This is an optimization exercise on Yosys and OpenROAD, whose aim is small area, not a production implementation.
The RTL was checked by simulation tests, not by an equivalence proof against the original design.
The clock port is modelled as an ideal driver; clocking choices that lean on that would not hold on a real chip.
Power is estimated from default activity; no workload was simulated.

Setup of run A:
Design kt8_core, start of the top module:
module kt8_core (
    input  wire        clk,
    input  wire        rst,           
    input  wire        start,         
    input  wire [15:0] start_addr,    
    input  wire        suspend,       
    output reg         mem_req,
    output reg         mem_we,
    output reg  [15:0] mem_addr,
    output reg  [7:0]  mem_wdata,
    input  wire [7:0]  mem_rdata,
    input  wire        mem_ready,
    output wire        busy,
    output wire        halted,
    output wire        faulted,
    output wire [2:0]  fault_code,
    output wire        retire,
    output wire [15:0] pc,
    output wire [7:0]  a,
    output wire [7:0]  w,
    output wire [7:0]  x,
    output wire [7:0]  y,
    output wire [7:0]  z,
    output wire [7:0]  sp,
    output wire [7:0]  flags
);
export LEC_CHECK = 0
export ABC_AREA = 1
export CAP_MARGIN = 20
export CORE_MARGIN = 2
export CORE_UTILIZATION = 40
export SLEW_MARGIN = 20
create_clock -name core_clock -period 10.0 [get_ports {clk}]
standard.sh (not shown) runs the stock make flow with config.mk's settings and CLKGATE_MAP_FILE= SYNTH_SCRIPT=/design/flow/synth_recipe.tcl, a recipe that flattens the netlist after the stock synthesis.
==> flow/flow/run.sh <==
#!/bin/bash
# The standard layout (standard.sh), changed in three ways:
#  - synthesis maps the logic with a deeper area-oriented ABC script
#    (flow/abc_deep.script); everything else in synth_recipe.tcl is unchanged,
#    so the registers are the standard synthesis's;
#  - ports are buffered with the smallest buffer (buf_1);
#  - the clock tree uses clkbuf_8 buffers and no dummy loads.
# Each tool's output is in orfs/logs; make's output is in standard.log.
set -euo pipefail
HERE=$PWD
{
  echo "proc abc {args} {"
  echo "  set i [lsearch \$args -script]"
  echo "  set args [lreplace \$args [expr {\$i+1}] [expr {\$i+1}] $HERE/flow/abc_deep.script]"
  echo "  yosys abc {*}\$args"
  echo "}"
  cat synth_recipe.tcl
} > my_synth.tcl
sed "s#SYNTH_SCRIPT=[^ ]*#SYNTH_SCRIPT=$HERE/my_synth.tcl#" standard.sh > my_standard.sh
export BUFFER_PORTS_ARGS="-buffer_cell sky130_fd_sc_hd__buf_1"
export CTS_ARGS="-sink_clustering_enable -repair_clock_nets -dont_use_dummy_load -buf_list sky130_fd_sc_hd__clkbuf_8 -sink_clustering_size 20"
bash my_standard.sh > standard.log 2>&1
==> flow/flow/abc_deep.script <==
strash
&get -n
&deepsyn -T 60
&put
dch -f
amap
topo
dnsize
Both conditions hold for run A: the flow ran to the end and the final layout passed the timing, DRC and antenna checks.
Input-level comparison between run B and run A:
==> flow/flow/run.sh <==
#!/bin/bash
set -euo pipefail
HERE=$PWD
{
  echo "proc abc {args} {"
  echo "  set i [lsearch \$args -script]"
  echo "  set args [lreplace \$args [expr {\$i+1}] [expr {\$i+1}] $HERE/flow/abc_deep.script]"
  echo "  yosys abc {*}\$args"
  echo "}"
  cat synth_recipe.tcl
} > my_synth.tcl
sed "s#SYNTH_SCRIPT=[^ ]*#SYNTH_SCRIPT=$HERE/my_synth.tcl#" standard.sh > my_standard.sh
export BUFFER_PORTS_ARGS="-buffer_cell sky130_fd_sc_hd__buf_1"
export CTS_ARGS="-sink_clustering_enable -repair_clock_nets -dont_use_dummy_load -buf_list sky130_fd_sc_hd__clkbuf_4"
export POST_CTS_TCL="$HERE/flow/post_cts.tcl"
bash my_standard.sh > standard.log 2>&1
==> flow/flow/post_cts.tcl (new file) <==
proc clkbuf_sink_slew {inst} {
  set net [get_nets -of_objects [get_pins [get_full_name $inst]/X]]
  set ws 0
  foreach p [get_pins -of_objects $net] {
    set s [get_property $p slew_max]
    if {$s > $ws} { set ws $s }
  }
  return $ws
}
proc clkbuf4s {} {
  set l {}
  foreach inst [get_cells *] {
    if {[get_property $inst ref_name] eq "sky130_fd_sc_hd__clkbuf_4"} { lappend l $inst }
  }
  return $l
}
estimate_parasitics -placement
set up 0
foreach inst [clkbuf4s] {
  set drives_buf 0
  set net [get_nets -of_objects [get_pins [get_full_name $inst]/X]]
  foreach p [get_pins -of_objects $net] {
    if {[string match *clkbuf* [get_property [get_cells -of_objects $p] ref_name]] && [get_property $p direction] eq "input"} { set drives_buf 1 }
  }
  if {$drives_buf} { replace_cell $inst sky130_fd_sc_hd__clkbuf_8; incr up }
}
estimate_parasitics -placement
foreach inst [clkbuf4s] {
  if {[clkbuf_sink_slew $inst] > 0.110} { replace_cell $inst sky130_fd_sc_hd__clkbuf_8; incr up }
}
puts "post_cts: upsized $up clock buffers"
detailed_placement
check_placement
estimate_parasitics -placement
set ws 0
foreach p [get_pins -hierarchical */CLK] { set s [get_property $p slew_max]; if {$s > $ws} {set ws $s} }
puts "post_cts: worst flip-flop clock slew $ws"
==> notes.md <==
- Taking run A as the reference, in run B worst hold-check slack up 0.012 ns, placement-stage cell area barely changed, clock power lost about 20%.
- Summary of run B over run A: count of plain and timing-repair buffers in the layout lost about 0.7%, post-synthesis share of cell area spent on and, or, nand and nor gates lost 0.58 points.
## Diff of input files: run C against run B
# run B
export LEC_CHECK = 0
export ABC_AREA = 1
export CAP_MARGIN = 20
export CORE_MARGIN = 2
export CORE_UTILIZATION = 40
export SLEW_MARGIN = 20
create_clock -name core_clock -period 10.0 [get_ports {clk}]
# run C
export LEC_CHECK = 0
export ABC_AREA = 1
export CAP_MARGIN = 0
export CORE_MARGIN = 2
export CORE_UTILIZATION = 40
export GPL_TIMING_DRIVEN = 0
export SLEW_MARGIN = 0
create_clock -name core_clock -period 10.0 [get_ports {clk}]
## What came out
- Capture point of the critical path: t[7]$_DFF_P_ -> run C, rfl[1]$_SDFFE_PP0P_ -> run B
- Per the comparison of run C with run B, final instance area stayed essentially flat; area growth from synthesis to final layout roughly the same; met2 track demand over resource in global routing climbed 1.5 points; slew of the pin with the lowest slew margin went down by 0.011 ns; global-route usage grew by 0.29 points.
- In run C relative to run B, final wirelength had gone down slightly.
- Going from run B to run C, fraction of power consumed by combinational cells now larger, utilization held, worst hold slack increased by 0.0030 ns relative to the old numbers, maximum achievable frequency shows a reduction of 8.0 MHz.
- For run B, the critical path launch point was op[6]$_DFFE_PP_, unlike run C, where it was op[3]$_DFFE_PP_.
What run D does differently from run C at the input level:
# run C
export LEC_CHECK = 0
export ABC_AREA = 1
export CAP_MARGIN = 0
export CORE_MARGIN = 2
export CORE_UTILIZATION = 40
export GPL_TIMING_DRIVEN = 0
export SLEW_MARGIN = 0
create_clock -name core_clock -period 10.0 [get_ports {clk}]
# run D
export LEC_CHECK = 0
export ABC_AREA = 1
export CAP_MARGIN = 20
export CORE_MARGIN = 2
export CORE_UTILIZATION = 40
export SLEW_MARGIN = 20
create_clock -name core_clock -period 10.0 [get_ports {clk}]
==> flow/flow/abc_deep.script <==
strash
&get -n
&deepsyn -T 120
&put
dch -f
amap -F 10 -A 30
topo
dnsize
Notes after the runs:
Between run C and run D, the delay of the slowest cell on the worst path is lower for run D.
[compare] base=run C new=run D: portion of total power attributed to combinational logic went down 0.9 points, post-route clock period utilization moved down, combinational power went down, combined area of all synthesized cells now smaller, vertical extent of the die shows a reduction of 0.79 µm.
Of run C and run D, the run reporting the lower global-route wire length before repair was run C.
Summary of run D over run C: multi-input gate area in the final layout saw a decrease; wire length saw an increase.

-- port drivers added, routing unchanged --
No port has a modelled driver above. Below, the same layouts with a new extraction and two added sets of constraints. Step 1: set_driving_cell puts a clkbuf_16 on clk and a buf_2 on each other input, an assumption about the parent block. Step 2 adds t to the input delays and takes it off the output delays; t is the mean of the earliest and latest rising clock arrival at the registers after step 1. Input paths then give back, and output paths get back, about the clock's delay inside the block. Three values: ideal, step 1, step 2; two values: the first two.
run	t (ns)	setup WS [ns]	worst hold slack (ns)
run A	0.475	3.006 / 3.006 / 3.006	0.410 / 0.410 / 0.410
run B	0.446	2.570 / 2.570 / 2.570	0.422 / 0.422 / 0.422
run C	0.452	2.100 / 2.100 / 2.100	0.425 / 0.425 / 0.425
run D	0.458	2.869 / 2.869 / 2.869	0.427 / 0.427 / 0.427
After both steps setup and hold are still met in every run listed.
